What follows belongs to an exercise in optimizing a design on an open flow for small area, a short achievable clock period and few clock cycles; a production flow would make more cautious choices.
In this exercise RTL edits were held to simulation tests only and were not proved equivalent to the original.
Power and IR drop assume default switching activity.

==> design/flow/design.v <==
`timescale 1ns/1ps
module radixconv (
    input  wire        clk,
    input  wire        rst,
    input  wire        host_valid,
    input  wire        host_we,
    input  wire        host_buf,
    input  wire [6:0]  host_addr,
    input  wire [15:0] host_wdata,
    output reg  [15:0] host_rdata
);
    localparam BUF_SIZE = 128;
    localparam [3:0] ERR_ILLEGAL = 4'd1;
    localparam [3:0] ERR_WIDTH   = 4'd2;
    localparam [3:0] ERR_BOUNDS  = 4'd3;
    localparam [3:0] ERR_OVERLAP = 4'd4;
    localparam [3:0] ERR_SYMBOL  = 4'd5;
    localparam [3:0] ERR_BUSY    = 4'd6;
    localparam [2:0] S_CHK   = 3'd0;    
    localparam [2:0] S_DIV   = 3'd1;    
    localparam [2:0] S_SET   = 3'd2;    
    localparam [2:0] S_CONV  = 3'd3;    
    localparam [2:0] S_ALPHA = 3'd4;    
    reg [8*BUF_SIZE-1:0] buf_mem;    
    reg [15:0] cmdl, srcaddr, srclen, dstaddr;
    reg [7:0]  dstlen;       
    reg        busy, done, err;
    reg [3:0]  errcode;
    reg [2:0]  state;
    reg [1:0]  div_cnt;
    reg [11:0] div_l;        
    reg [2:0]  div_r;        
    reg        m_inc;        
    reg        fwd;          
    reg        fip;          
    reg        skip;         
    reg [31:0] work;         
    reg [5:0]  wbits;        
    reg [7:0]  ins_left;     
    reg [6:0]  rp, wp;       
    reg [6:0]  wpn;          
    reg [31:0] cur, nxt;     
    reg [1:0]  prime;        
    reg        son;          
    reg [4:0]  pf;           
    reg        done_r;       
    reg        bad_r;        
    reg [4:0]  wi;           
    reg [4:0]  wq;           
    reg [6:0]  a_end;        
    reg        src_ok;       
    reg        dst_bad;      
    reg        ovl_bad;      
    reg [5:0]  c_t1, c_t2;   
    reg [5:0]  c_off;        
    reg        f_ge1, f_ge2;    
    reg        f_eqb, f_nz;     
    reg        f_fit1, f_fit2;  
    reg        f_idone;         
    reg        f_ige2;          
    wire [3:0] op  = cmdl[15:12];
    wire [3:0] a_w = cmdl[11:8];
    wire [3:0] b_w = cmdl[7:4];
    wire [5:0] c_b  = {2'd0, b_w};           
    wire [5:0] c_b2 = {1'b0, b_w, 1'b0};     
    wire       p_f = cmdl[3];
    reg  op_conv;        
    reg  op_conv_any;    
    reg  emit_part;      
    wire host_wr_reg  = host_valid &  host_we & ~host_buf;
    wire host_acc_buf = host_valid & host_buf;
    wire [15:0] w = host_wdata;
    wire wr_cmd     = host_wr_reg & (host_addr[2:0] == 3'd0);
    wire wr_srcaddr = host_wr_reg & (host_addr[2:0] == 3'd2);
    wire wr_srclen  = host_wr_reg & (host_addr[2:0] == 3'd3);
    wire wr_dstaddr = host_wr_reg & (host_addr[2:0] == 3'd4);
    wire wr_param   = wr_srcaddr | wr_srclen | wr_dstaddr;
    wire is_srst = wr_cmd & (w == 16'hF000);
    reg legal;
    always @* begin
        case (w[15:12])
            4'h0, 4'h4, 4'h5, 4'h6, 4'h7, 4'hF: legal = (w[11:0] == 12'h000);
            4'h1: legal = (w[3:0] == 4'h0);
            4'h2: legal = (w[2:0] == 3'h0);
            default: legal = 1'b0;
        endcase
    end
    wire busy_violation = busy & (host_acc_buf | wr_param | (wr_cmd & ~is_srst));
    wire cmd_illegal = wr_cmd & ~is_srst & ~err & ~busy & ~legal;
    wire cmd_accept  = wr_cmd & ~is_srst & ~err & ~busy & legal & (w != 16'h0000);
    wire       w_fwd = ~((w[15:12] == 4'h2) & (w[7:4] < w[11:8]));
    wire       w_fip = (w[15:12] == 4'h2) & w_fwd;
    wire [6:0] s_rp  = fwd ? srcaddr[6:0] : a_end;     
    wire [4:0]  eng_ridx = (state == S_CHK) ? s_rp[6:2] : op_conv_any ? pf : wi;
    wire [4:0]  ridx = busy ? eng_ridx : host_addr[6:2];
    wire [31:0] bwords [0:31];
    genvar gw;
    generate
        for (gw = 0; gw < 32; gw = gw + 1) begin : g_words
            assign bwords[gw] = buf_mem[32*gw +: 32];
        end
    endgenerate
    wire [31:0] rword = bwords[ridx];
    wire [7:0]  rlane [0:3];
    assign rlane[0] = rword[7:0];
    assign rlane[1] = rword[15:8];
    assign rlane[2] = rword[23:16];
    assign rlane[3] = rword[31:24];
    wire [7:0]  clane [0:3];
    assign clane[0] = cur[7:0];
    assign clane[1] = cur[15:8];
    assign clane[2] = cur[23:16];
    assign clane[3] = cur[31:24];
    wire [15:0] n_len = srclen;
    wire        n_zero = (n_len == 16'd0);
    wire        width_bad = (a_w == 4'd0) | (a_w > 4'd8) | (b_w == 4'd0) | (b_w > 4'd8);
    wire [16:0] src_end = {1'b0, srcaddr} + {1'b0, n_len};
    wire [10:0] m_len   = div_l[10:0] + {10'd0, m_inc};    
    wire [15:0] dbase   = op_conv ? dstaddr : srcaddr;
    wire [16:0] dst_end = {1'b0, dbase} + {6'd0, m_len};
    wire        dst_ok  = (m_len == 11'd0) | (dst_end <= BUF_SIZE);
    wire        overlap = op_conv & (m_len != 11'd0) &
                          ({1'b0, srcaddr} < dst_end) & ({1'b0, dstaddr} < src_end);
    function [3:0] div_step;    
        input [3:0] b;
        input [2:0] r;
        input       x;
        reg   [7:0] v;
        reg   [3:0] t;
        begin
            v = {b, r, x};
            t[0] = (v == 8'd33) |
                   (v == 8'd35) |
                   (v == 8'd49) |
                   (v == 8'd52) |
                   (v == 8'd65) |
                   (v == 8'd67) |
                   (v == 8'd69) |
                   (v == 8'd71) |
                   (v == 8'd81) |
                   (v == 8'd83) |
                   (v == 8'd86) |
                   (v == 8'd88) |
                   (v == 8'd97) |
                   (v == 8'd99) |
                   (v == 8'd101) |
                   (v == 8'd103) |
                   (v == 8'd105) |
                   (v == 8'd107) |
                   (v == 8'd113) |
                   (v == 8'd115) |
                   (v == 8'd117) |
                   (v == 8'd120) |
                   (v == 8'd122) |
                   (v == 8'd124) |
                   (v == 8'd129) |
                   (v == 8'd131) |
                   (v == 8'd133) |
                   (v == 8'd135) |
                   (v == 8'd137) |
                   (v == 8'd139) |
                   (v == 8'd141) |
                   (v == 8'd143);
            t[1] = (v == 8'd50) |
                   (v == 8'd53) |
                   (v == 8'd66) |
                   (v == 8'd67) |
                   (v == 8'd70) |
                   (v == 8'd71) |
                   (v == 8'd82) |
                   (v == 8'd83) |
                   (v == 8'd87) |
                   (v == 8'd88) |
                   (v == 8'd98) |
                   (v == 8'd99) |
                   (v == 8'd104) |
                   (v == 8'd105) |
                   (v == 8'd114) |
                   (v == 8'd115) |
                   (v == 8'd118) |
                   (v == 8'd121) |
                   (v == 8'd122) |
                   (v == 8'd125) |
                   (v == 8'd130) |
                   (v == 8'd131) |
                   (v == 8'd134) |
                   (v == 8'd135) |
                   (v == 8'd138) |
                   (v == 8'd139) |
                   (v == 8'd142) |
                   (v == 8'd143);
            t[2] = (v == 8'd84) |
                   (v == 8'd89) |
                   (v == 8'd100) |
                   (v == 8'd101) |
                   (v == 8'd106) |
                   (v == 8'd107) |
                   (v == 8'd116) |
                   (v == 8'd117) |
                   (v == 8'd118) |
                   (v == 8'd123) |
                   (v == 8'd124) |
                   (v == 8'd125) |
                   (v == 8'd132) |
                   (v == 8'd133) |
                   (v == 8'd134) |
                   (v == 8'd135) |
                   (v == 8'd140) |
                   (v == 8'd141) |
                   (v == 8'd142) |
                   (v == 8'd143);
            t[3] = (v == 8'd17) |
                   (v == 8'd34) |
                   (v == 8'd35) |
                   (v == 8'd51) |
                   (v == 8'd52) |
                   (v == 8'd53) |
                   (v == 8'd68) |
                   (v == 8'd69) |
                   (v == 8'd70) |
                   (v == 8'd71) |
                   (v == 8'd85) |
                   (v == 8'd86) |
                   (v == 8'd87) |
                   (v == 8'd88) |
                   (v == 8'd89) |
                   (v == 8'd102) |
                   (v == 8'd103) |
                   (v == 8'd104) |
                   (v == 8'd105) |
                   (v == 8'd106) |
                   (v == 8'd107) |
                   (v == 8'd119) |
                   (v == 8'd120) |
                   (v == 8'd121) |
                   (v == 8'd122) |
                   (v == 8'd123) |
                   (v == 8'd124) |
                   (v == 8'd125) |
                   (v == 8'd136) |
                   (v == 8'd137) |
                   (v == 8'd138) |
                   (v == 8'd139) |
                   (v == 8'd140) |
                   (v == 8'd141) |
                   (v == 8'd142) |
                   (v == 8'd143);
            div_step = t;
        end
    endfunction
    function [8:0] alpha;    
        input [1:0] o;
        input [7:0] v;
        reg   [7:0] k;
        reg         ok;
        reg         bad;
        begin
            ok  = 1'b1;
            bad = 1'b0;
            k   = 8'h00;
            case (o)
                2'd0: begin  
                    bad = |v[7:5];
                    k   = (v[4:0] < 5'd26) ? 8'h61 : 8'h18;
                end
                2'd1: begin  
                    if (v >= 8'h61 && v <= 8'h7A)      k = 8'h9F;    
                    else if (v >= 8'h32 && v <= 8'h37) k = 8'hE8;    
                    else                               ok = 1'b0;
                end
                2'd2: begin  
                    bad = |v[7:6];
                    if (v[5:0] < 6'd2)       k = 8'h2C;
                    else if (v[5:0] < 6'd12) k = 8'h2E;
                    else if (v[5:0] < 6'd38) k = 8'h35;
                    else                     k = 8'h3B;
                end
                default: begin  
                    if (v == 8'h2C || v == 8'h2D)      k = 8'hD4;    
                    else if (v >= 8'h30 && v <= 8'h39) k = 8'hD2;    
                    else if (v >= 8'h41 && v <= 8'h5A) k = 8'hCB;    
                    else if (v >= 8'h61 && v <= 8'h7A) k = 8'hC5;    
                    else                               ok = 1'b0;
                end
            endcase
            alpha = {bad, ok ? v + k : 8'h00};
        end
    endfunction
    wire [3:0] dv1 = div_step(b_w, div_r,     div_l[11]);
    wire [3:0] dv2 = div_step(b_w, dv1[2:0],  div_l[10]);
    wire [3:0] dv3 = div_step(b_w, dv2[2:0],  div_l[9]);
    wire [11:0] q_nx = {div_l[8:0], dv1[3], dv2[3], dv3[3]};
    wire [2:0]  r_nx = dv3[2:0];
    wire [3:0] g_w = 4'd8 - b_w;                     
    wire [7:0] a_mask = ~(8'hFF << a_w);
    wire [7:0] b_mask = ~(8'hFF << b_w);
    wire [7:0] g_mask = ~(8'hFF << g_w);
    wire       primed    = (prime == 2'd2);
    wire       stream_on = son;
    wire [7:0] s0 = clane[rp[1:0]];
    wire [7:0] s1 = fwd ? ((rp[1:0] == 2'd3) ? nxt[7:0]   : clane[rp[1:0] + 2'd1])
                        : ((rp[1:0] == 2'd0) ? nxt[31:24] : clane[rp[1:0] - 2'd1]);
    wire       bad0 = |(s0 & ~a_mask);
    wire       bad1 = |(s1 & ~a_mask);
    wire [7:0] u0 = fwd ? s0 : {s0[0], s0[1], s0[2], s0[3], s0[4], s0[5], s0[6], s0[7]};
    wire [7:0] u1 = fwd ? s1 : {s1[0], s1[1], s1[2], s1[3], s1[4], s1[5], s1[6], s1[7]};
    wire       part_ok  = fwd & f_idone & emit_part;
    wire [1:0] k = ~stream_on ? 2'd0 :
                   f_ge2 ? 2'd2 :
                   f_ge1 ? ((part_ok & ~f_eqb) ? 2'd2 : 2'd1) :
                   ((part_ok & f_nz) ? 2'd1 : 2'd0);
    wire       k_part = part_ok & ~f_ge2;                 
    wire [5:0] wr0 = wbits;
    wire [5:0] wr1 = wbits - c_b;
    wire [5:0] wr2 = wbits - c_b2;
    wire [5:0] wrem = (k_part & (k != 2'd0)) ? 6'd0 :
                      (k == 2'd2) ? wr2 : (k == 2'd1) ? wr1 : wr0;
    wire [5:0] io0 = wbits + c_off;
    wire [5:0] io1 = io0 - c_b;
    wire [5:0] io2 = io0 - c_b2;
    wire [5:0] ins_off = (k_part & (k != 2'd0)) ? 6'd0 :
                         (k == 2'd2) ? io2 : (k == 2'd1) ? io1 : io0;
    wire [1:0] nin = ~stream_on ? 2'd0 :
                     (f_ige2 & f_fit2) ? 2'd2 :
                     (~f_idone & f_fit1) ? 2'd1 : 2'd0;
    wire       sym_bad = ((nin != 2'd0) & bad0) | ((nin == 2'd2) & bad1);
    wire [15:0] qin = {8'd0, u0} | ((nin == 2'd2) ? ({8'd0, u1} << a_w) : 16'd0);
    wire [5:0]  cons = (k == 2'd2) ? c_b2 : (k == 2'd1) ? c_b : 6'd0;
    wire [31:0] work_c = (work >> cons) & (fwd ? 32'hFFFFFFFF : ~{24'd0, g_mask});
    wire [31:0] work_nx = work_c | ((nin != 2'd0) ? ({16'd0, qin} << ins_off) : 32'd0);
    wire [5:0]  wbits_nx = wrem + ((nin == 2'd2) ? {1'b0, a_w, 1'b0} : (nin == 2'd1) ? {2'd0, a_w} : 6'd0);
    wire [7:0]  ins_nx = ins_left - {6'd0, nin};
    wire [6:0]  rp1 = fwd ? rp + 7'd1 : rp - 7'd1;
    wire [6:0]  rp2 = fwd ? rp + 7'd2 : rp - 7'd2;
    wire [6:0]  rp_nx = (nin == 2'd2) ? rp2 : (nin == 2'd1) ? rp1 : rp;
    wire        wcross = fwd ? (((nin == 2'd1) & (rp[1:0] == 2'd3)) | ((nin == 2'd2) & rp[1]))
                             : (((nin == 2'd1) & (rp[1:0] == 2'd0)) | ((nin == 2'd2) & ~rp[1]));
    wire [7:0] win0 = work[7:0];
    wire [7:0] win1 = work[b_w +: 8];
    wire [7:0] wm0  = win0 & ~g_mask;
    wire [7:0] wm1  = win1 & ~g_mask;
    wire [7:0] o0 = fwd ? (win0 & b_mask) : {wm0[0], wm0[1], wm0[2], wm0[3], wm0[4], wm0[5], wm0[6], wm0[7]};
    wire [7:0] o1 = fwd ? (win1 & b_mask) : {wm1[0], wm1[1], wm1[2], wm1[3], wm1[4], wm1[5], wm1[6], wm1[7]};
    wire       skip_now = skip & (k != 2'd0);
    wire       k1  = (k == 2'd1);
    wire       k2  = (k == 2'd2);
    wire       we0 = k2 | (k1 & ~skip);             
    wire       we1 = k2 & ~skip;                    
    wire [1:0] nw  = {we1, we0 & ~we1};
    wire [7:0] d0  = skip_now ? o1 : o0;
    wire [6:0] wp1 = wpn;
    wire [6:0] wp2 = fwd ? wp + 7'd2 : wp - 7'd2;
    wire [6:0] wp3 = fwd ? wp + 7'd3 : wp - 7'd3;
    wire [6:0] wp_nx  = (nw == 2'd2) ? wp2 : (nw == 2'd1) ? wp1 : wp;
    wire [6:0] wpn_nx = (nw == 2'd2) ? wp3 : (nw == 2'd1) ? wp2 : wpn;
    wire       n_idone = (ins_nx == 8'd0);
    wire       n_ge1   = (wbits_nx >= c_b);
    wire       n_nz    = (wbits_nx != 6'd0);
    wire       c_done  = n_idone & (fwd ? (~n_ge1 & (~emit_part | ~n_nz)) : ~n_nz);
    wire       a_lo_w = (wq == srcaddr[6:2]);
    wire       a_hi_w = (wq == a_end[6:2]);
    reg  [3:0] a_en;
    reg  [7:0] a_val [0:3];
    reg        a_bad;
    reg  [8:0] a_t;
    integer    li;
    always @* begin
        a_bad = 1'b0;
        for (li = 0; li < 4; li = li + 1) begin
            a_en[li] = (~a_lo_w | (li[1:0] >= srcaddr[1:0])) & (~a_hi_w | (li[1:0] <= a_end[1:0]));
            a_t = alpha(op[1:0], clane[li]);
            a_val[li] = a_t[7:0];
            if (a_en[li] & a_t[8]) a_bad = 1'b1;
        end
    end
    reg        eng_fault;
    reg [3:0]  eng_code;
    reg        eng_finish;
    reg [10:0] fin_len;
    reg [3:0]  eng_we;       
    reg [4:0]  eng_widx [0:3];
    reg [7:0]  eng_wd   [0:3];
    integer    ej;
    always @* begin
        eng_fault  = 1'b0;
        eng_code   = 4'd0;
        eng_finish = 1'b0;
        fin_len    = m_len;
        for (ej = 0; ej < 4; ej = ej + 1) begin
            eng_we[ej]   = 1'b0;
            eng_widx[ej] = wq;
            eng_wd[ej]   = a_val[ej];
        end
        if (op_conv_any) begin
            for (ej = 0; ej < 4; ej = ej + 1) begin
                if (wp1[1:0] == ej[1:0]) begin
                    eng_we[ej]   = we1;
                    eng_widx[ej] = wp1[6:2];
                    eng_wd[ej]   = o1;
                end else begin
                    eng_we[ej]   = we0 & (wp[1:0] == ej[1:0]);
                    eng_widx[ej] = wp[6:2];
                    eng_wd[ej]   = d0;
                end
            end
            if (bad_r) begin
                eng_fault = 1'b1;
                eng_code  = ERR_SYMBOL;
            end else begin
                case (state)
                    S_CHK: begin
                        if (width_bad) begin
                            eng_fault = 1'b1;
                            eng_code  = ERR_WIDTH;
                        end else if (!src_ok) begin
                            eng_fault = 1'b1;
                            eng_code  = ERR_BOUNDS;
                        end else if (n_zero) begin
                            eng_finish = 1'b1;
                            fin_len    = 11'd0;
                        end
                    end
                    S_CONV: begin
                        if (dst_bad) begin
                            eng_fault = 1'b1;
                            eng_code  = ERR_BOUNDS;
                        end else if (ovl_bad) begin
                            eng_fault = 1'b1;
                            eng_code  = ERR_OVERLAP;
                        end else if (done_r) begin
                            eng_finish = 1'b1;
                        end
                    end
                    default: ;
                endcase
            end
        end else begin
            if (state == S_CHK) begin
                if (!src_ok) begin
                    eng_fault = 1'b1;
                    eng_code  = ERR_BOUNDS;
                end else if (n_zero) begin
                    eng_finish = 1'b1;
                    fin_len    = 11'd0;
                end
            end else begin
                for (ej = 0; ej < 4; ej = ej + 1)
                    eng_we[ej] = a_en[ej];
                if (a_bad) begin
                    eng_fault = 1'b1;
                    eng_code  = ERR_SYMBOL;
                end else if (a_hi_w) begin
                    eng_finish = 1'b1;
                    fin_len    = n_len[10:0];
                end
            end
        end
        if (!busy) begin
            eng_fault  = 1'b0;
            eng_finish = 1'b0;
            for (ej = 0; ej < 4; ej = ej + 1) eng_we[ej] = 1'b0;
        end
    end
    wire host_buf_wr = host_valid & host_we & host_buf & ~busy;
    reg  [3:0] l_we;
    reg  [4:0] l_idx [0:3];
    reg  [7:0] l_wd  [0:3];
    integer    lj;
    always @* begin
        for (lj = 0; lj < 4; lj = lj + 1) begin
            if (busy) begin
                l_we[lj]  = eng_we[lj];
                l_idx[lj] = eng_widx[lj];
                l_wd[lj]  = eng_wd[lj];
            end else begin
                l_we[lj]  = host_buf_wr & (host_addr[1:0] == lj[1:0]);
                l_idx[lj] = host_addr[6:2];
                l_wd[lj]  = host_wdata[7:0];
            end
        end
    end
    genvar gb;
    generate
        for (gb = 0; gb < BUF_SIZE; gb = gb + 1) begin : g_buf
            always @(posedge clk) begin
                if (l_we[gb % 4] && l_idx[gb % 4] == (gb / 4))
                    buf_mem[8*gb +: 8] <= l_wd[gb % 4];
            end
        end
    endgenerate
    reg        busy_n, done_n, err_n;
    reg [3:0]  errcode_n;
    reg [7:0]  dstlen_n;
    always @* begin
        busy_n    = busy;
        done_n    = done;
        err_n     = err;
        errcode_n = errcode;
        dstlen_n  = dstlen;
        if (rst || is_srst) begin
            busy_n = 1'b0; done_n = 1'b0; err_n = 1'b0; errcode_n = 4'd0; dstlen_n = 8'd0;
        end else if (busy_violation) begin
            busy_n = 1'b0; done_n = 1'b0; err_n = 1'b1; errcode_n = ERR_BUSY;
        end else if (cmd_illegal) begin
            err_n = 1'b1; errcode_n = ERR_ILLEGAL; done_n = 1'b0;
        end else if (cmd_accept) begin
            busy_n = 1'b1; done_n = 1'b0;
        end else if (eng_fault) begin
            busy_n = 1'b0; err_n = 1'b1; errcode_n = eng_code;
        end else if (eng_finish) begin
            busy_n = 1'b0; done_n = 1'b1; dstlen_n = fin_len[7:0];
        end
    end
    wire        busy_e    = busy & ~eng_fault & ~eng_finish;
    wire        done_e    = eng_finish | done;
    wire        err_e     = eng_fault | err;
    wire [3:0]  errcode_e = eng_fault ? eng_code : errcode;
    wire [15:0] dstlen_e  = {8'd0, eng_finish ? fin_len[7:0] : dstlen};
    wire [15:0] status_e  = {8'h00, errcode_e, 1'b0, err_e, done_e, busy_e};
    reg [15:0] reg_rd;
    always @* begin
        case (host_addr[2:0])
            3'd0: reg_rd = cmdl;
            3'd1: reg_rd = status_e;
            3'd2: reg_rd = srcaddr;
            3'd3: reg_rd = srclen;
            3'd4: reg_rd = dstaddr;
            3'd5: reg_rd = dstlen_e;
            default: reg_rd = 16'h0000;
        endcase
    end
    always @(posedge clk) begin
        if (host_valid && !host_we)
            host_rdata <= host_buf ? {8'h00, rlane[host_addr[1:0]]} : reg_rd;
    end
    always @(posedge clk) begin
        busy    <= busy_n;
        done    <= done_n;
        err     <= err_n;
        errcode <= errcode_n;
        dstlen  <= dstlen_n;
        src_ok  <= n_zero | (src_end <= BUF_SIZE);
        a_end   <= srcaddr[6:0] + srclen[6:0] - 7'd1;
        if (rst || is_srst) begin
            cmdl    <= 16'h0000;
            srcaddr <= 16'h0000;
            srclen  <= 16'h0000;
            dstaddr <= 16'h0000;
        end else if (!busy_violation) begin
            if (wr_srcaddr) srcaddr <= w;
            if (wr_srclen)  srclen  <= w;
            if (wr_dstaddr) dstaddr <= w;
            if (cmd_accept) begin
                cmdl        <= w;
                op_conv     <= (w[15:12] == 4'h1);
                op_conv_any <= (w[15:12] == 4'h1) | (w[15:12] == 4'h2);
                emit_part   <= (w[15:12] == 4'h1) | w[3];
                state    <= S_CHK;
                fwd      <= w_fwd;
                fip      <= w_fip;
                done_r   <= 1'b0;
                son      <= 1'b0;
                bad_r    <= 1'b0;
                dst_bad  <= 1'b0;
                ovl_bad  <= 1'b0;
            end
        end
        if (busy) begin
            if (state == S_CHK) begin
                cur   <= rword;
                prime <= 2'd1;
                pf    <= fwd ? s_rp[6:2] + 5'd1 : s_rp[6:2] - 5'd1;
            end else if (op_conv_any) begin
                if (!primed) begin
                    if (prime == 2'd0) cur <= rword;
                    else               nxt <= rword;
                    prime <= prime + 2'd1;
                    pf    <= fwd ? pf + 5'd1 : pf - 5'd1;
                end else if (wcross) begin
                    cur <= nxt;
                    nxt <= rword;
                    pf  <= fwd ? pf + 5'd1 : pf - 5'd1;
                end
            end else begin
                cur <= rword;
            end
            if (stream_on) begin
                work     <= work_nx;
                wbits    <= wbits_nx;
                ins_left <= ins_nx;
                rp       <= rp_nx;
                wp       <= wp_nx;
                wpn      <= wpn_nx;
                f_ge1    <= n_ge1;
                f_ge2    <= (wbits_nx >= c_b2);
                f_eqb    <= (wbits_nx == c_b);
                f_nz     <= n_nz;
                f_fit1   <= (wbits_nx <= c_t1);
                f_fit2   <= (wbits_nx <= c_t2);
                f_idone  <= n_idone;
                f_ige2   <= (ins_nx >= 8'd2);
                if (k != 2'd0) skip <= 1'b0;
                done_r   <= c_done;
                bad_r    <= sym_bad;
            end
            case (state)
                S_CHK: begin
                    skip     <= 1'b0;
                    rp       <= s_rp;
                    wp       <= srcaddr[6:0];
                    wpn      <= srcaddr[6:0] + 7'd1;
                    work     <= 32'd0;
                    wbits    <= 6'd0;
                    ins_left <= srclen[7:0];
                    f_ge1    <= 1'b0;
                    f_ge2    <= 1'b0;
                    f_eqb    <= 1'b0;
                    f_nz     <= 1'b0;
                    f_fit1   <= 1'b1;
                    f_fit2   <= 1'b1;
                    f_idone  <= (srclen[7:0] == 8'd0);
                    f_ige2   <= (srclen[7:0] >= 8'd2);
                    wi      <= srcaddr[6:2] + 5'd1;
                    wq      <= srcaddr[6:2];
                    div_l   <= {4'd0, n_len[7:0]} * {8'd0, a_w};
                    div_r   <= 3'd0;
                    div_cnt <= 2'd0;
                    c_off   <= fwd ? 6'd0 : ({2'd0, a_w} - {2'd0, b_w});
                    c_t1    <= (fwd ? 6'd32 : 6'd24 + {2'd0, b_w}) - {2'd0, a_w};
                    c_t2    <= (fwd ? 6'd32 : 6'd24 + {2'd0, b_w}) - {1'b0, a_w, 1'b0};
                    state   <= op_conv_any ? S_DIV : S_ALPHA;
                end
                S_ALPHA: begin
                    wi <= wi + 5'd1;
                    wq <= wi;
                end
                S_DIV: begin
                    div_l   <= q_nx;
                    div_r   <= r_nx;
                    div_cnt <= div_cnt + 2'd1;
                    if (div_cnt == 2'd0) son <= fip;     
                    if (div_cnt == 2'd3) begin
                        m_inc <= emit_part & (r_nx != 3'd0);
                        state <= fip ? S_CONV : S_SET;
                    end
                end
                S_SET: begin
                    wbits <= (fwd | (div_r == 3'd0)) ? 6'd0 : (c_b - {3'd0, div_r});
                    f_nz  <= ~fwd & (div_r != 3'd0);
                    skip  <= ~fwd & ~p_f & (div_r != 3'd0);
                    dst_bad <= ~dst_ok;
                    ovl_bad <= overlap;
                    wp    <= fwd ? dbase[6:0] : (srcaddr[6:0] + m_len[6:0] - 7'd1);
                    wpn   <= fwd ? dbase[6:0] + 7'd1 : (srcaddr[6:0] + m_len[6:0] - 7'd2);
                    son   <= 1'b1;
                    state <= S_CONV;
                end
                default: ;
            endcase
        end
    end
endmodule
==> design/flow/flow/run.sh <==
#!/bin/bash
# The standard layout (the standard.sh: ORFS synthesis to finish), with timing repair aimed at a
# setup margin of 5.5 ns and without gate cloning. The make output goes to flow.log; ORFS keeps each
# step's own log under orfs/logs/.
set -euo pipefail
bash standard.sh SETUP_SLACK_MARGIN=5.5 SKIP_GATE_CLONING=1 finish > flow.log 2>&1
==> design/flow/standard.sh <==
#!/bin/bash
# synth_recipe.tcl (not shown) runs the flow's synth.tcl, then flattens the netlist and writes it again
# the make line also repeats each setting of config.mk as NAME=value (left out here)
make -C /OpenROAD-flow-scripts/flow DESIGN_CONFIG=/design/flow/config.mk WORK_HOME=/design/flow/orfs CLKGATE_MAP_FILE= SYNTH_SCRIPT=/design/flow/synth_recipe.tcl "${@:-finish}"
==> design/flow/config.mk <==
export PLATFORM = sky130hd
export DESIGN_NAME = radixconv
export DESIGN_NICKNAME = radixconv
export VERILOG_FILES = /design/flow/design.v
export SDC_FILE = /design/flow/constraint.sdc
export NUM_CORES = 4
export LEC_CHECK = 0
export CAP_MARGIN = 30
export CORE_MARGIN = 2
export CORE_UTILIZATION = 55
export CTS_BUF_LIST = sky130_fd_sc_hd__clkbuf_4
export CTS_CLUSTER_DIAMETER = 50
export CTS_CLUSTER_SIZE = 8
export SLEW_MARGIN = 30
==> design/flow/constraint.sdc <==
create_clock -name core_clock -period 10.0 [get_ports {clk}]
set_input_delay 2.0000 -clock core_clock [delete_from_list [all_inputs] [get_ports {clk}]]
set_output_delay 2.0000 -clock core_clock [all_outputs]
set_load 0.01 [all_outputs]
==> reports/results.txt, run 1 <==
count leader, synth -> edfxtp_1
Num Clock Sinks -> 1,327
commonest cells in the netlist -> 1,232 x edfxtp_1, 709 x nand2_1, 569 x nor2_1, 480 x a22oi_1, 412 x a21oi_1
switching share of power -> 24.0%
crit end category -> register
Area after DPL -> 0.0718 mm2
startpoint types -> input pin
Leak -> 27.4 nW
RSZ-0062 raised after global routing -> true
area leader, netlist -> edfxtp_1
Final nets -> 6,560
share of layout cells above drive strength 1 -> 17.1%
initial antenna violation count -> 10
reg2reg path depth -> 25
maximum clock frequency -> 216 MHz
largest net degree at the start of global routing -> 79
syn_nets -> 6,331
Worst slew margin -> 28.5%
final setup TNS -> 0 ns
Die Y -> 357 um
Yosys reg bits -> 1,327
Via density -> 6.89
critical-path cell list -> clkdlybuf4s50_1 > nand2_1 > nor2_1 > nand2_1 > o221ai_1 > nor2b_1 > nand2_1 > nor2_2
drt pass-1 iters -> 6
Cell Pwr Density -> 129 mW/mm2
Final Hold Fails -> 0
mean routed wirelength per cell -> 32.6 um
Overflow after GRT -> 0
delay-heaviest family, CP -> simple AND/OR/NAND/NOR gates
core area -> 0.124 mm2
Max Cap Viol -> 0
top cell type's share of synthesized area -> 54.0%
critical path's largest stage delay -> 0.66 ns
worst-path fanout max -> 8
status -> finished clean
worst r2r dst -> ovl_bad
dpl cells -> 7,575
CP max stage cell -> nor2_2
Min-Delay Path Class -> register to register
fraction of registers with async set/reset -> 0%
non-filler cells, final -> 7,981
reg2reg setup slack -> 5.45 ns
clk buf depth -> 3
most used cell, CP -> nand2_1
Num CTS Buffers -> 194
Final GP Congestion -> 1.01
Flop pwr share -> 61.5%
first-pass GRT wire length -> 365,000 um
Synth Cell Area -> 0.0685 mm2
post-route cell area -> 0.0767 mm2
Mapped Cells -> 6,052
Starting Density -> 55.4%
port bufs -> 43
Fillers -> 10,100
P_sw -> 0.00237 W
Worst-path clk slew -> 0.10 ns
Final min period -> 4.63 ns
syn avg cell area -> 11.3 um2
P_int -> 0.00752 W
H-tree depth -> 4
Most used DFF post-synth -> edfxtp_1
WP buf/inv -> 1
Die W -> 357 um
worst slew pin tran -> 1.07 ns
HPWL Detailed -> 177,000 um
post-route ant nets -> 0
io pins -> 44
number of global-route vias before repair -> 51,000
via count -> 55,000
Post-synth EDFFs -> 1,232
Crit. path cell count -> 8
register area share after synthesis -> 56.8%
Final period util -> 46.3%
r2r startpoint -> op_conv
clock latency (worst-skew pair) -> 1.28 ns
area delta synth->final -> 12.0%
CTS root buffer -> clkbuf_4
Iter 0 DRT Violations -> 8,355
row count -> 129
clock power share -> 32.3%
crit path DAT -> 5.50 ns
DIE AREA -> 0.127 mm2
fin util -> 62.1%
Synth area leaders -> edfxtp_1 54%, a22oi_1 5.3%, ha_1 4.0%
final setup vio count -> 0
CP startpoint -> host_we
DRC errors left -> 0
TritonCTS clock tree -> yes
CP endpoint -> buf_mem[181]
Peak VDD IR -> 0.157 mV
WP data required -> 10.87 ns
gr usage total -> 40.1%
Layout Skew -> 0.0856 ns
combinational power share -> 6.2%
kind of critical path -> input pin to register
Post-Route WL -> 260,000 um
Final Slew Violations -> 0
Yosys Warn Count -> 6
Synth cell types -> 106
-- power by group through the flow --
stage                     sequential (W)  combinational [W]  clock, W
after floorplan                  0.00620           0.000268         0
after global placement           0.00621           0.000522         0
after detailed placement         0.00620           0.000539         0
after CTS                        0.00608           0.000570   0.00322
after global routing             0.00608           0.000630   0.00344
final                            0.00608           0.000613   0.00320
-- final cells by class --
type | instances | area [um2] | share of cell area, %
tap | 1637 | 2050 | 2.67
sequential | 1327 | 38900 | 50.7
inverter | 201 | 782 | 1.02
timing repair buffer | 384 | 3590 | 4.68
multi-input combinational | 4173 | 29300 | 38.1
clock buffer | 213 | 1600 | 2.08
clock inverter | 36 | 494 | 0.644
antenna | 10 | 25.0 | 0.0326
-- layer usage --
metal / track usage [%] / up-vias / wire length [um]
met4: 16.9 / 14 / 12100
met1: 56.2 / 27100 / 101000
met5: 0 / - / 96
met2: 60.1 / 3863 / 115000
li1: - / 23400 / -
met3: 9.63 / 650 / 32600
-- repair_timing --
item	in CTS	in global routing
hold buffers	0	0
pin swaps	42	29
endpoints found under the setup margin	1386	822
setup buffers	84	60
resized for setup	176	161
gates cloned	0	0
-- registers in the layout, summed over array words and instances (netlist names), 8 cells and up --
name,count
div_l,12
dstlen,8
dstaddr,16
host_rdata,16
srcaddr,16
cur,32
srclen,16
cmdl,16
work,32
ins_left,8
nxt,32
buf_mem,1024
-- metrics by stage --
step	total power (W)	hold slack (ns)	setup slack (ns)
after floorplan	0.00647	0.444	5.50
after global placement	0.00673	0.465	2.88
after detailed placement	0.00674	0.470	2.79
after CTS	0.00987	0.492	5.38
after global routing	0.0102	0.505	5.23
final	0.00989	0.493	5.37
-- worst min-delay path by stage --
stage	end	startpoint	slack, ns	cells after the start
4_1_cts	cmdl[1]	cmdl[1]	0.49	1
2_1_floorplan	errcode[3]	errcode[3]	0.44	1
6_report	cmdl[1]	cmdl[1]	0.49	1
5_1_grt	cmdl[1]	cmdl[1]	0.50	1
3_5_place_dp	errcode[3]	errcode[3]	0.47	1
3_3_place_gp	dstlen[4]	dstlen[4]	0.47	2
-- layout by cell type (no fill, tap or decap), drive strengths merged, types with 95 or more instances in the layout --
master  count
o21ai     228
ha        217
inv       200
nor3      103
xnor2     109
a21oi     413
nand3     116
nor2      570
clkbuf    216
mux2i     168
a22oi     480
buf       339
nand2     709
edfxtp   1232
dfxtp      95
-- cells by family after synthesis --
logic type               Yosys count  synth area share, %
XOR/XNOR                         165                 2.11
buffers and inverters            552                 3.24
multiplexers                     279                 4.89
AO/OA/AOI/OAI                   1638                 16.0
AND/OR/NAND/NOR                 1839                 12.0
flip-flops                      1327                 56.8
adder cells (fa/ha/maj)          252                 4.97
-- worst reg2reg max path, stage by stage, from the launching register on --
cell,delay [ns]
edfxtp_1,0.43
buf_12,0.18
nand2_1,0.10
o21ai_2,0.11
ha_2,0.21
fa_2,0.35
a21o_1,0.18
a21oi_2,0.18
o21bai_2,0.11
a21oi_2,0.20
o21bai_1,0.12
a21oi_2,0.21
o21bai_1,0.08
a21oi_1,0.17
xor2_1,0.20
ha_1,0.27
a21o_1,0.16
a21o_1,0.18
a21oi_2,0.14
nor2b_1,0.05
o21ai_0,0.15
nand2b_1,0.09
a21oi_2,0.14
o31ai_1,0.08
a211oi_1,0.28
a32o_1,0.16
Testbench counts, summed over its fixed seeds: cycles 30,579.
==> inputs of run 2 (changes only) <==
--- a/design/flow/config.mk
+++ b/design/flow/config.mk
@@ -9,6 +9,6 @@
 export CORE_MARGIN = 2
 export CORE_UTILIZATION = 55
 export CTS_BUF_LIST = sky130_fd_sc_hd__clkbuf_4
-export CTS_CLUSTER_DIAMETER = 50
+export CTS_CLUSTER_DIAMETER = 40
 export CTS_CLUSTER_SIZE = 8
 export SLEW_MARGIN = 30
==> run 2 against run 1 <==
Still clean. Utilization is 0.12 points higher. Synthesized cell count stayed put. Setup slack better by 0.040 ns. Largest power group unchanged.
==> reports/results.txt, run 2 <==
mean routed wirelength per cell -> 32.5 um (-0.38%)
clk buf depth -> 3 (unchanged)
port bufs -> 43 (unchanged)
Worst slew margin -> 30.6% (+2.1 points)
io pins -> 44 (unchanged)
Starting Density -> 55.4% (unchanged)
syn_nets -> 6,331 (unchanged)
worst hold endpoint -> errcode[3]
area leader, netlist -> edfxtp_1
overall power -> 0.00999 W (+1.0%)
final setup TNS -> 0 ns (unchanged)
row count -> 129 (unchanged)
Layout Skew -> 0.0872 ns (+0.00160 ns)
commonest non-fill, non-tap cells in the layout -> 1,232 x edfxtp_1, 700 x nand2_1, 468 x a22oi_1
Most used DFF post-synth -> edfxtp_1
Final Hold Fails -> 0 (unchanged)
max reg flops -> 1,024 (unchanged)
Cell Pwr Density -> 130 mW/mm2 (+0.81%)
maximum clock frequency -> 218 MHz (+0.86%)
most used cell, CP -> buf_12
Max Cap Viol -> 0 (unchanged)
reg2reg path depth -> 11 (-56%)
hold slack -> 0.492 ns (-0.000565 ns)
Final min period -> 4.59 ns (-0.0396 ns)
initial antenna violation count -> 11 (+1)
worst slew pin tran -> 1.03 ns (-0.0389 ns)
Final Slew Violations -> 0 (unchanged)
Post-synth EDFFs -> 1,232 (unchanged)
DRC errors left -> 0 (unchanged)
Yosys reg bits -> 1,327 (unchanged)
register area share after synthesis -> 56.8% (unchanged)
Iter 0 DRT Violations -> 8,317 (-0.45%)
HP Start -> errcode[3]
WP data required -> 11.00 ns (+0.13 ns)
reg2reg setup slack -> 5.47 ns (+0.02 ns)
critical path's largest stage delay -> 0.51 ns (-0.15 ns)
Die W -> 357 um (unchanged)
Top reg by flops -> buf_mem
Num Clock Sinks -> 1,327 (unchanged)
crit end category -> register
number of global-route vias before repair -> 51,000 (+0.037%)
area delta synth->final -> 12.3%
Synth area leaders -> edfxtp_1 54%, a22oi_1 5.3%, ha_1 4.0%
CTS root buffer -> clkbuf_4
share of layout cells above drive strength 1 -> 17.5% (+0.39 points)
TritonCTS clock tree -> yes
Final nets -> 6,562 (+0.030%)
H-tree depth -> 4 (unchanged)
Synth cell types -> 106 (unchanged)
RSZ-0062 raised after global routing -> true
syn avg cell area -> 11.3 um2 (unchanged)
drt pass-1 iters -> 9 (+3)
Mapped Cells -> 6,052 (unchanged)
via count -> 55,200 (+0.29%)
post-route ant nets -> 0 (unchanged)
startpoint types -> input pin
Worst-path clk slew -> 0.09 ns (about the same)
Die Y -> 357 um (unchanged)
top routing layer in use -> met5
status -> finished clean
Overflow after GRT -> 0 (unchanged)
top cell type's share of synthesized area -> 54.0% (unchanged)
r2r startpoint -> fwd
core area -> 0.124 mm2 (unchanged)
crit path DAT -> 5.59 ns (+0.09 ns)
Peak VDD IR -> 0.126 mV (-20%)
Min-Delay Path Class -> register to register
Synth Cell Area -> 0.0685 mm2 (unchanged)
Final period util -> 45.9% (-0.40 points)
met2 wire len -> 114,000 um (-1.1%)
commonest cells in the netlist -> 1,232 x edfxtp_1, 709 x nand2_1, 569 x nor2_1, 480 x a22oi_1, 412 x a21oi_1
worst r2r dst -> buf_mem[501]
clock latency (worst-skew pair) -> 1.30 ns (+0.02 ns)
cts hold-fix bufs -> 0 (unchanged)
final setup vio count -> 0 (unchanged)
worst-path fanout max -> 17 (+9)
critical-path cell list -> clkdlybuf4s50_1 > nor2b_1 > buf_6 > a31oi_4 > nand2b_4 > buf_12 > buf_12 > nor2_4 > buf_12 > buf_12 > a22oi_1 > nand2_1 > nor3_1 > a21oi_1 > mux2i_1 > a21oi_1 > o2bb2ai_1
first-pass GRT wire length -> 365,000 um (-0.10%)
Final GP Congestion -> 1.01 (unchanged)
met3 WL -> 33,000 um (+1.5%)
Num CTS Buffers -> 205 (+5.7%)
CP max stage cell -> nor3_1
gr usage total -> 40.1% (about the same)
fraction of registers with async set/reset -> 0% (unchanged)
hold path depth -> 1 (unchanged)
Via density -> 6.88 (-0.12%)
HPWL Detailed -> 177,000 um (unchanged)
M1 WL -> 100,000 um (-0.49%)
Post-Route WL -> 261,000 um (about the same)
largest net degree at the start of global routing -> 79 (unchanged)
kind of critical path -> input pin to register
commonest non-fill, non-tap cell in the layout -> edfxtp_1
Yosys Warn Count -> 6 (unchanged)
count leader, synth -> edfxtp_1
DIE AREA -> 0.127 mm2 (unchanged)
Leak -> 27.5 nW (+0.18%)
run 2: cell counts after synthesis:
Identical to the previous run, type by type.
run 2: repair_timing:
action,in CTS,in global routing
resized for setup,170,176
pin swaps,36,35
setup buffers,75,60
endpoints found under the setup margin,1388,722
run 2: area by class of cell:
type | instances | area (um2)
repair buffers | 375 | 3500
diodes | 13 | 32.5
flip-flops and latches | 1327 | 38900
fillers | 10100 | 46800
clock buffers | 231 | 1730
clock inverters | 57 | 562
multi-input cells | 4173 | 29300
inverters | 201 | 778
well taps | 1637 | 2050
run 2: worst max-delay path by stage:
stage | startpoint | end | slack (ns)
after global routing | div_l[0] | ovl_bad | 5.24
final | host_addr[5] | host_rdata[3] | 5.41
after detailed placement | host_addr[2] | host_rdata[4] | 2.79
after CTS | host_addr[2] | host_rdata[4] | 5.39
after global placement | host_addr[2] | host_rdata[4] | 2.88
after floorplan | host_addr[3] | host_rdata[7] | 5.50
run 2: cells by family (layout without fill, tap and decap cells):
family                   after synthesis  count (layout)  share of synthesized area (%)
other                                  0              13                              0
AND/OR/NAND/NOR                     1839            1839                           12.0
multiplexers                         279             279                           4.89
adder cells (fa/ha/maj)              252             252                           4.97
buffers and inverters                552             864                           3.24
AO/OA/AOI/OAI                       1638            1638                           16.0
flip-flops                          1327            1327                           56.8
XOR/XNOR                             165             165                           2.11
run 2: critical path: cells and delay by family:
kind            cells  cell delay [ns]
buf+inv             6             1.18
simple gates        5             1.06
compound gates      5             1.11
mux                 1             0.20
run 2: metrics by stage:
| stage | cell area [um2] | utilization [%] | worst slack (ns) | instances |
|---|---|---|---|---|
| global route | 76900 | 62.2 | 5.24 | 8010 |
| finish | 76900 | 62.2 | 5.41 | 8014 |
| detailed placement | 71800 | 58.1 | 2.79 | 7575 |
| global placement | 71400 | 57.8 | 2.88 | 7559 |
| CTS | 75500 | 61.1 | 5.39 | 7938 |
| floorplan | 68600 | - | 5.50 | 6052 |
run 2: layer usage:
metal  up-vias  track usage, %
met5         -           0.741
met4         6            17.4
met3       713            9.73
met2      3928            59.5
met1     27100            56.3
li1      23400               -
run 2: power breakdown:
group	internal (W)	switching, W	total (W)	leakage (nW)
Sequential	0.00606	0.0000127	0.00608	11.9
Clock	0.00131	0.00198	0.00330	1.33
Combinational	0.000187	0.000429	0.000615	14.2
==> inputs of run 3 (changes only) <==
--- a/design/flow/config.mk
+++ b/design/flow/config.mk
@@ -9,6 +9,6 @@
 export CORE_MARGIN = 2
 export CORE_UTILIZATION = 55
 export CTS_BUF_LIST = sky130_fd_sc_hd__clkbuf_4
-export CTS_CLUSTER_DIAMETER = 40
-export CTS_CLUSTER_SIZE = 8
+export CTS_CLUSTER_DIAMETER = 50
+export CTS_CLUSTER_SIZE = 7
 export SLEW_MARGIN = 30
==> run 3 against run 2 <==
Still clean. Utilization shrank 0.29 points. Flip-flop and latch count is the same. Routed wire length shrank 0.31%. Worst hold slack lost 0.0027 ns. Via count shrank 0.47%. Die area is the same. Clock power shrank 5%. Maximum frequency grew 0.96%. Largest power group unchanged.
==> reports/results.txt, run 3 <==
pre-CTS setup slack -> 2.79 ns (unchanged)
commonest non-fill, non-tap cells in the layout -> 1,232 x edfxtp_1, 698 x nand2_1, 472 x a22oi_1
Synth cell types -> 106 (unchanged)
area leader, netlist -> edfxtp_1
Setup WS post-layout -> 5.46 ns (+0.0435 ns)
maximum clock frequency -> 220 MHz (+0.96%)
fraction of registers with async set/reset -> 0% (unchanged)
crit end category -> register
mean routed wirelength per cell -> 32.4 um (-0.19%)
cts hold-fix bufs -> 0 (unchanged)
Overflow after GRT -> 0 (unchanged)
worst-path fanout max -> 13 (-4)
clk buf depth -> 3 (unchanged)
first-pass GRT wire length -> 365,000 um (about the same)
syn avg cell area -> 11.3 um2 (unchanged)
Num CTS Buffers -> 215 (+4.9%)
kind of critical path -> input pin to register
share of layout cells above drive strength 1 -> 17.3% (-0.16 points)
Yosys reg bits -> 1,327 (unchanged)
Cell Pwr Density -> 128 mW/mm2 (-1.2%)
io pins -> 44 (unchanged)
Synth area leaders -> edfxtp_1 54%, a22oi_1 5.3%, ha_1 4.0%
Worst-path clk slew -> 0.08 ns (about the same)
DRC errors left -> 0 (unchanged)
WP data required -> 11.06 ns (+0.06 ns)
RSZ-0062 raised after global routing -> true
number of global-route vias before repair -> 51,200 (+0.37%)
Via density -> 6.86 (-0.35%)
Fillers -> 10,100 (+0.48%)
Die Y -> 357 um (unchanged)
Post-synth EDFFs -> 1,232 (unchanged)
HPWL Detailed -> 177,000 um (unchanged)
clock latency (worst-skew pair) -> 1.31 ns (about the same)
Mapped Cells -> 6,052 (unchanged)
TritonCTS clock tree -> yes
Max Cap Viol -> 0 (unchanged)
initial antenna violation count -> 11 (unchanged)
Final GP Congestion -> 1.01 (unchanged)
row count -> 129 (unchanged)
reg2reg setup slack -> 5.49 ns (+0.02 ns)
commonest cells in the netlist -> 1,232 x edfxtp_1, 709 x nand2_1, 569 x nor2_1, 480 x a22oi_1, 412 x a21oi_1
Iter 0 DRT Violations -> 8,258 (-0.71%)
Leak -> 27.3 nW (-0.44%)
Most used DFF post-synth -> edfxtp_1
post-route ant nets -> 0 (unchanged)
top cell type's share of synthesized area -> 54.0% (unchanged)
commonest non-fill, non-tap cell in the layout -> edfxtp_1
Starting Density -> 55.4% (unchanged)
startpoint types -> input pin
Final min period -> 4.54 ns (-0.0435 ns)
via count -> 54,900 (-0.47%)
drt pass-1 iters -> 24 (+15)
CTS root buffer -> clkbuf_4
Post-Route WL -> 260,000 um (-0.31%)
Synth Cell Area -> 0.0685 mm2 (unchanged)
final setup TNS -> 0 ns (unchanged)
count leader, synth -> edfxtp_1
Final Slew Violations -> 0 (unchanged)
Top reg by flops -> buf_mem
largest net degree at the start of global routing -> 79 (unchanged)
register area share after synthesis -> 56.8% (unchanged)
DIE AREA -> 0.127 mm2 (unchanged)
gr usage total -> 40.1% (about the same)
Min-Delay Path Class -> register to register
Layout Skew -> 0.0964 ns (+0.00921 ns)
port bufs -> 43 (unchanged)
Yosys Warn Count -> 6 (unchanged)
worst slew pin tran -> 1.12 ns (+0.0857 ns)
Final Hold Fails -> 0 (unchanged)
status -> finished clean
core area -> 0.124 mm2 (unchanged)
area delta synth->final -> 11.8%
Worst slew margin -> 25.3% (-5.3 points)
syn_nets -> 6,331 (unchanged)
Final nets -> 6,575 (+0.20%)
max reg flops -> 1,024 (unchanged)
Die W -> 357 um (unchanged)
Peak VDD IR -> 0.120 mV (-4.2%)
Num Clock Sinks -> 1,327 (unchanged)
final setup vio count -> 0 (unchanged)
H-tree depth -> 4 (unchanged)
Final period util -> 45.4% (-0.44 points)
crit path DAT -> 5.60 ns (about the same)
## run 3: cell types whose count changed in the layout (fill, tap and decap cells not counted), moves of 4 or more
cell	previous run	this run
a22oi_1	468	472
nor2_2	54	62
nor2_1	466	459
inv_12	0	4
buf_4	266	275
buf_12	26	19
clkinv_2	12	5
clkbuf_4	233	242
a22oi_2	12	8
clkinv_4	8	3
bufinv_16	8	0
## run 3: per-stage QoR
stage                     power (W)  area (um2)  hold WS (ns)  cells  util, %
after global routing         0.0101       76500         0.503   8003     61.9
after CTS                   0.00980       75300         0.491   7931     60.9
after floorplan             0.00647       68600         0.444   6052        -
after detailed placement    0.00674       71800         0.470   7575     58.1
final                       0.00982       76500         0.489   8004     61.9
after global placement      0.00673       71400         0.465   7559     57.8
## run 3: per-layer routing
metal  routed length, um  vias up  global-route usage, %
met2              114000     3788                   60.1
met3               32400      698                   9.86
met1              101000    27000                   56.1
li1                    -    23400                      -
met5                 168        -                  0.741
met4               12900        8                   16.5
## run 3: kinds of logic (layout without fill, tap and decap cells)
logic type	after synthesis	after routing	share of synthesized area, %
buffers and inverters	552	853	3.24
AND/OR/NAND/NOR	1839	1839	12.0
adder cells (fa/ha/maj)	252	252	4.97
flip-flops	1327	1327	56.8
XOR/XNOR	165	165	2.11
AO/OA/AOI/OAI	1638	1638	16.0
other	0	14	0
multiplexers	279	279	4.89
## run 3: what timing repair did
item | 4_1_cts | 5_1_grt
resized for setup | 169 | 153
pin swaps | 43 | 27
setup endpoints to repair | 1430 | 792
setup buffers | 82 | 57
## run 3: final timing paths
check,start,endpoint,cells past startpoint
setup / recovery,host_addr[2],host_rdata[2],15
hold / removal,errcode[3],errcode[3],1
setup reg to reg,srcaddr[2],ovl_bad,24
hold reg to reg,errcode[3],errcode[3],1
## run 3: cell type report
type | count | area [um2] | area share, %
clock inverter | 33 | 273 | 0.356
clock buffer | 241 | 1810 | 2.36
inverter | 201 | 782 | 1.02
multi-input combinational | 4173 | 29200 | 38.2
antenna | 14 | 35.0 | 0.0458
tap | 1637 | 2050 | 2.68
timing repair buffer | 378 | 3450 | 4.51
sequential | 1327 | 38900 | 50.9
## run 3: power breakdown
group / internal [W] / switching [W] / total, W / leakage (nW)
Combinational: 0.000184 / 0.000426 / 0.000610 / 14.2
Sequential: 0.00607 / 0.0000128 / 0.00608 / 11.9
Clock: 0.00114 / 0.00199 / 0.00314 / 1.23
Total: 0.00739 / 0.00243 / 0.00982 / 27.3
## run 3: critical path: stages
cell,delay [ns]
clkdlybuf4s50_1,0.46
buf_12,0.16
nor2b_4,0.14
a41oi_4,0.42
nand3_4,0.19
nor2_4,0.46
buf_12,0.28
buf_12,0.23
a22oi_1,0.11
nand2_1,0.17
nor3_1,0.08
a21oi_2,0.39
mux2_2,0.24
a22oi_1,0.08
o211ai_1,0.13
==> inputs of run 4 (changes only) <==
--- a/design/flow/design.v
+++ b/design/flow/design.v
@@ -125,127 +125,10 @@
         input [3:0] b;
         input [2:0] r;
         input       x;
-        reg   [7:0] v;
-        reg   [3:0] t;
+        reg   [4:0] t;
         begin
-            v = {b, r, x};
-            t[0] = (v == 8'd33) |
-                   (v == 8'd35) |
-                   (v == 8'd49) |
-                   (v == 8'd52) |
-                   (v == 8'd65) |
-                   (v == 8'd67) |
-                   (v == 8'd69) |
-                   (v == 8'd71) |
-                   (v == 8'd81) |
-                   (v == 8'd83) |
-                   (v == 8'd86) |
-                   (v == 8'd88) |
-                   (v == 8'd97) |
-                   (v == 8'd99) |
-                   (v == 8'd101) |
-                   (v == 8'd103) |
-                   (v == 8'd105) |
-                   (v == 8'd107) |
-                   (v == 8'd113) |
-                   (v == 8'd115) |
-                   (v == 8'd117) |
-                   (v == 8'd120) |
-                   (v == 8'd122) |
-                   (v == 8'd124) |
-                   (v == 8'd129) |
-                   (v == 8'd131) |
-                   (v == 8'd133) |
-                   (v == 8'd135) |
-                   (v == 8'd137) |
-                   (v == 8'd139) |
-                   (v == 8'd141) |
-                   (v == 8'd143);
-            t[1] = (v == 8'd50) |
-                   (v == 8'd53) |
-                   (v == 8'd66) |
-                   (v == 8'd67) |
-                   (v == 8'd70) |
-                   (v == 8'd71) |
-                   (v == 8'd82) |
-                   (v == 8'd83) |
-                   (v == 8'd87) |
-                   (v == 8'd88) |
-                   (v == 8'd98) |
-                   (v == 8'd99) |
-                   (v == 8'd104) |
-                   (v == 8'd105) |
-                   (v == 8'd114) |
-                   (v == 8'd115) |
-                   (v == 8'd118) |
-                   (v == 8'd121) |
-                   (v == 8'd122) |
-                   (v == 8'd125) |
-                   (v == 8'd130) |
-                   (v == 8'd131) |
-                   (v == 8'd134) |
-                   (v == 8'd135) |
-                   (v == 8'd138) |
-                   (v == 8'd139) |
-                   (v == 8'd142) |
-                   (v == 8'd143);
-            t[2] = (v == 8'd84) |
-                   (v == 8'd89) |
-                   (v == 8'd100) |
-                   (v == 8'd101) |
-                   (v == 8'd106) |
-                   (v == 8'd107) |
-                   (v == 8'd116) |
-                   (v == 8'd117) |
-                   (v == 8'd118) |
-                   (v == 8'd123) |
-                   (v == 8'd124) |
-                   (v == 8'd125) |
-                   (v == 8'd132) |
-                   (v == 8'd133) |
-                   (v == 8'd134) |
-                   (v == 8'd135) |
-                   (v == 8'd140) |
-                   (v == 8'd141) |
-                   (v == 8'd142) |
-                   (v == 8'd143);
-            t[3] = (v == 8'd17) |
-                   (v == 8'd34) |
-                   (v == 8'd35) |
-                   (v == 8'd51) |
-                   (v == 8'd52) |
-                   (v == 8'd53) |
-                   (v == 8'd68) |
-                   (v == 8'd69) |
-                   (v == 8'd70) |
-                   (v == 8'd71) |
-                   (v == 8'd85) |
-                   (v == 8'd86) |
-                   (v == 8'd87) |
-                   (v == 8'd88) |
-                   (v == 8'd89) |
-                   (v == 8'd102) |
-                   (v == 8'd103) |
-                   (v == 8'd104) |
-                   (v == 8'd105) |
-                   (v == 8'd106) |
-                   (v == 8'd107) |
-                   (v == 8'd119) |
-                   (v == 8'd120) |
-                   (v == 8'd121) |
-                   (v == 8'd122) |
-                   (v == 8'd123) |
-                   (v == 8'd124) |
-                   (v == 8'd125) |
-                   (v == 8'd136) |
-                   (v == 8'd137) |
-                   (v == 8'd138) |
-                   (v == 8'd139) |
-                   (v == 8'd140) |
-                   (v == 8'd141) |
-                   (v == 8'd142) |
-                   (v == 8'd143);
-            div_step = t;
+            t = {1'b0, r, x} - {1'b0, b};
+            div_step = t[4] ? {r, x} : {1'b1, t[2:0]};
         end
     endfunction
     function [8:0] alpha;    
--- a/design/flow/config.mk
+++ b/design/flow/config.mk
@@ -10,5 +10,5 @@
 export CORE_UTILIZATION = 55
 export CTS_BUF_LIST = sky130_fd_sc_hd__clkbuf_4
 export CTS_CLUSTER_DIAMETER = 50
-export CTS_CLUSTER_SIZE = 7
+export CTS_CLUSTER_SIZE = 8
 export SLEW_MARGIN = 30
==> run 4 against run 3 <==
Worst hold slack got worse by 0.029 ns. Die area shrank 0.92%. Synthesized cell count is 5.2% lower. Critical path depth is 5 lower. Flip-flop and latch count unchanged. Setup slack worse by 0.090 ns. Sequential share of layout area up 0.18 points. Maximum frequency down 1.9%.
==> reports/results.txt, run 4 <==
status -> finished clean
RSZ-0062 raised after global routing -> true
Post-synth EDFFs -> 1,232 (unchanged)
mean routed wirelength per cell -> 32.9 um (+1.5%)
Final GP Congestion -> 0.962 (-4.6%)
Iter 0 DRT Violations -> 8,057 (-2.4%)
share of layout cells above drive strength 1 -> 17.9% (+0.61 points)
syn avg cell area -> 11.8 um2 (+4.5%)
Synth area leaders -> edfxtp_1 55%, ha_1 4.1%, nor2_1 3.2%
H-tree depth -> 4 (unchanged)
Synth Cell Area -> 0.0678 mm2 (-0.93%)
Starting Density -> 55.6% (+0.20 points)
register area -> 0.0389 mm2 (about the same)
Num CTS Buffers -> 196 (-8.8%)
Die Y -> 355 um (-0.46%)
TritonCTS clock tree -> yes
Top reg by flops -> buf_mem
Final min period -> 4.63 ns (+0.0898 ns)
Worst-path clk slew -> 0.10 ns (+0.02 ns)
top cell type's share of synthesized area -> 54.5% (+0.51 points)
gr usage total -> 39.6% (-0.45 points)
Final nets -> 6,314 (-4.0%)
Setup WS post-layout -> 5.37 ns (-0.0898 ns)
worst-path fanout max -> 32 (+19)
row count -> 128 (-0.78%)
fraction of registers with async set/reset -> 0% (unchanged)
combinational power share -> 6.2% (about the same)
io pins -> 44 (unchanged)
Min-Delay Path Class -> register to register
Die W -> 355 um (-0.46%)
syn_nets -> 6,026 (-4.8%)
r2r startpoint -> state[0]
area leader, netlist -> edfxtp_1
Final period util -> 46.3% (+0.90 points)
Final Slew Violations -> 0 (unchanged)
Num Clock Sinks -> 1,327 (unchanged)
Peak VDD IR -> 0.122 mV (+0.98%)
HPWL Detailed -> 170,000 um (-4.2%)
CP max stage cell -> and2_1
via count -> 53,200 (-3.1%)
Most used DFF post-synth -> edfxtp_1
crit end category -> register
commonest cells in the netlist -> 1,232 x edfxtp_1, 584 x nor2_1, 474 x nand2_1, 278 x a21oi_1, 235 x o21ai_0
Leak -> 27.4 nW (+0.24%)
clock latency (worst-skew pair) -> 1.31 ns (about the same)
Overflow after GRT -> 0 (unchanged)
CTS root buffer -> clkbuf_4
Fillers -> 9,712 (-4.1%)
clock power share -> 32.3% (+0.4 points)
HP Start -> errcode[3]
clk buf depth -> 3 (unchanged)
WP data required -> 10.92 ns (-0.14 ns)
crit path DAT -> 5.55 ns (-0.05 ns)
port bufs -> 43 (unchanged)
Layout Skew -> 0.105 ns (+0.00882 ns)
Yosys reg bits -> 1,327 (unchanged)
Yosys Warn Count -> 6 (unchanged)
Synth cell types -> 96 (-9.4%)
largest net degree at the start of global routing -> 69 (-13%)
maximum clock frequency -> 216 MHz (-1.9%)
Final Hold Fails -> 0 (unchanged)
number of global-route vias before repair -> 49,800 (-2.7%)
critical-path cell list -> clkdlybuf4s50_1 > buf_4 > and2_1 > nand2_1 > o221ai_1 > o21ai_0 > inv_1 > nand2_1 > nor2_2 > buf_4
Multi-input gate area -> 0.0287 mm2 (-1.8%)
max reg flops -> 1,024 (unchanged)
reg2reg setup slack -> 5.52 ns (+0.03 ns)
kind of critical path -> input pin to register
P_sw -> 0.00240 W (-1.3%)
pre-CTS setup slack -> 2.61 ns (-0.179 ns)
Post-Route WL -> 254,000 um (-2.1%)
final setup TNS -> 0 ns (unchanged)
reg2reg path depth -> 15 (-38%)
worst hold endpoint -> errcode[3]
Mapped Cells -> 5,737 (-5.2%)
critical path's largest stage delay -> 0.86 ns (+0.40 ns)
hold path depth -> 2 (+1)
commonest non-fill, non-tap cells in the layout -> 1,232 x edfxtp_1, 472 x nor2_1, 466 x nand2_1
Max Cap Viol -> 0 (unchanged)
worst r2r dst -> cur[7]
initial antenna violation count -> 8 (-3)
Flop pwr share -> 61.5% (-0.4 points)
area delta synth->final -> 12.5%
DRC errors left -> 0 (unchanged)
P_int -> 0.00747 W (+1.1%)
DIE AREA -> 0.126 mm2 (-0.92%)
switching share of power -> 24.3% (-0.43 points)
cts hold-fix bufs -> 0 (unchanged)
WP buf/inv -> 4 (unchanged)
delay-heaviest family, CP -> simple AND/OR/NAND/NOR gates
final setup vio count -> 0 (unchanged)
Worst slew margin -> 26.4% (+1.1 points)
Crit. path cell count -> 10 (-5)
post-route ant nets -> 0 (unchanged)
drt pass-1 iters -> 6 (-75%)
count leader, synth -> edfxtp_1
core area -> 0.122 mm2 (-1.3%)
worst slew pin tran -> 1.09 ns (-0.0234 ns)
first-pass GRT wire length -> 358,000 um (-2.0%)
commonest non-fill, non-tap cell in the layout -> edfxtp_1
Via density -> 6.89 (+0.47%)
startpoint types -> input pin
register area share after synthesis -> 57.3% (+0.53 points)
Cell Pwr Density -> 129 mW/mm2 (+0.81%)
## run 4: layout make-up
cell class | count | area share [%]
flip-flops and latches | 1327 | 51.0
multi-input cells | 3890 | 37.6
repair buffers | 423 | 4.98
well taps | 1625 | 2.67
inverters | 187 | 0.956
diodes | 8 | 0.0262
clock buffers | 218 | 2.15
clock inverters | 41 | 0.612
## run 4: per-layer routing
layer / global-route usage, % / wire length (um) / up-vias / part of all wire [%]
li1: - / - / 22600 / -
met1: 53.9 / 96400 / 26200 / 38
met2: 59.9 / 112000 / 3692 / 44
met3: 9.44 / 31100 / 757 / 12
met4: 19.7 / 14800 / 8 / 5.8
met5: 0 / 56 / - / 0.022
## run 4: worst max path at each step
stage | to | from
3_5_place_dp | host_rdata[0] | host_addr[2]
4_1_cts | host_rdata[0] | host_addr[2]
3_3_place_gp | host_rdata[0] | host_addr[2]
2_1_floorplan | host_rdata[4] | host_addr[4]
6_report | buf_mem[349] | host_addr[0]
5_1_grt | ovl_bad | op_conv
## run 4: power groups by stage
stage | logic (W) | registers, W | clock network, W
after detailed placement | 0.000532 | 0.00620 | 0
after floorplan | 0.000275 | 0.00620 | 0
after global routing | 0.000630 | 0.00607 | 0.00342
final | 0.000615 | 0.00607 | 0.00319
after CTS | 0.000564 | 0.00607 | 0.00320
after global placement | 0.000524 | 0.00620 | 0
## run 4: timing repair
| action | CTS | global route |
|---|---|---|
| setup endpoints to repair | 1679 | 894 |
| gates resized for setup | 138 | 152 |
| setup buffers | 83 | 87 |
| pin swaps | 38 | 28 |
## run 4: logic make-up (layout without fill, tap and decap cells)
group           count (synthesis)  after routing  synth area share, %
mux                           320            320                 5.63
compound gates               1487           1487                 15.3
xor+xnor                      169            169                 2.18
fa+ha+maj                     262            262                 5.24
flops                        1327           1327                 57.3
buf+inv                       520            869                 3.10
other cells                     0              8                    0
simple gates                 1652           1652                 11.2
## run 4: worst reg2reg max path: cells and delay by family, from the launching register on
family          cells  cell delay (ns)
simple gates        7             1.68
mux                 1             0.26
compound gates      3             1.08
buf+inv             4             0.82
flops               1             0.32
## run 4: per-stage QoR
step | cell area, um2 | utilization, % | total power, W | hold WS, ns | instances
after CTS | 74800 | 61.3 | 0.00984 | 0.456 | 7623
after global routing | 76300 | 62.5 | 0.0101 | 0.485 | 7717
final | 76300 | 62.5 | 0.00987 | 0.460 | 7719
after detailed placement | 71400 | 58.5 | 0.00673 | 0.442 | 7281
after global placement | 71200 | 58.4 | 0.00672 | 0.434 | 7279
after floorplan | 68200 | - | 0.00647 | 0.423 | 5737
Testbench counts of run 4, summed over its fixed seeds: cycles 30,579.

what the ideal ports hide:
The results above use ideal ports. As a check the final layouts listed here were re-extracted and re-timed, cells and wires unchanged.
Step 1 sets driving cells, clkbuf_16 on the clock port and buf_2 on the other inputs (assumed; they add their load-dependent delay and slew).
Step 2, shift: input delay + t, output delay - t, t = (earliest + latest rising clock arrival at the registers) / 2. This alone moves slack from input paths to output paths.
Three values: ideal ports, drivers, drivers and shift; two values: the first two.
run | t, ns | setup WS [ns] | hold WS [ns] | worst data-port slew with drivers (ns)
run 1 | 1.306 | 5.372 / 5.250 / 3.944 | 0.493 / 0.493 / 0.493 | 0.19
run 2 | 1.338 | 5.412 / 5.416 / 4.077 | 0.492 / 0.492 / 0.492 | 0.18
run 3 | 1.340 | 5.455 / 5.348 / 4.008 | 0.489 / 0.489 / 0.489 | 0.19
run 4 | 1.324 | 5.365 / 5.413 / 4.089 | 0.460 / 0.460 / 0.460 | 0.05
After both steps every run listed still meets setup and hold. For run 3, which loses most, drivers alone change the setup slack by -0.107 ns; drivers and shift together by -1.447 ns.
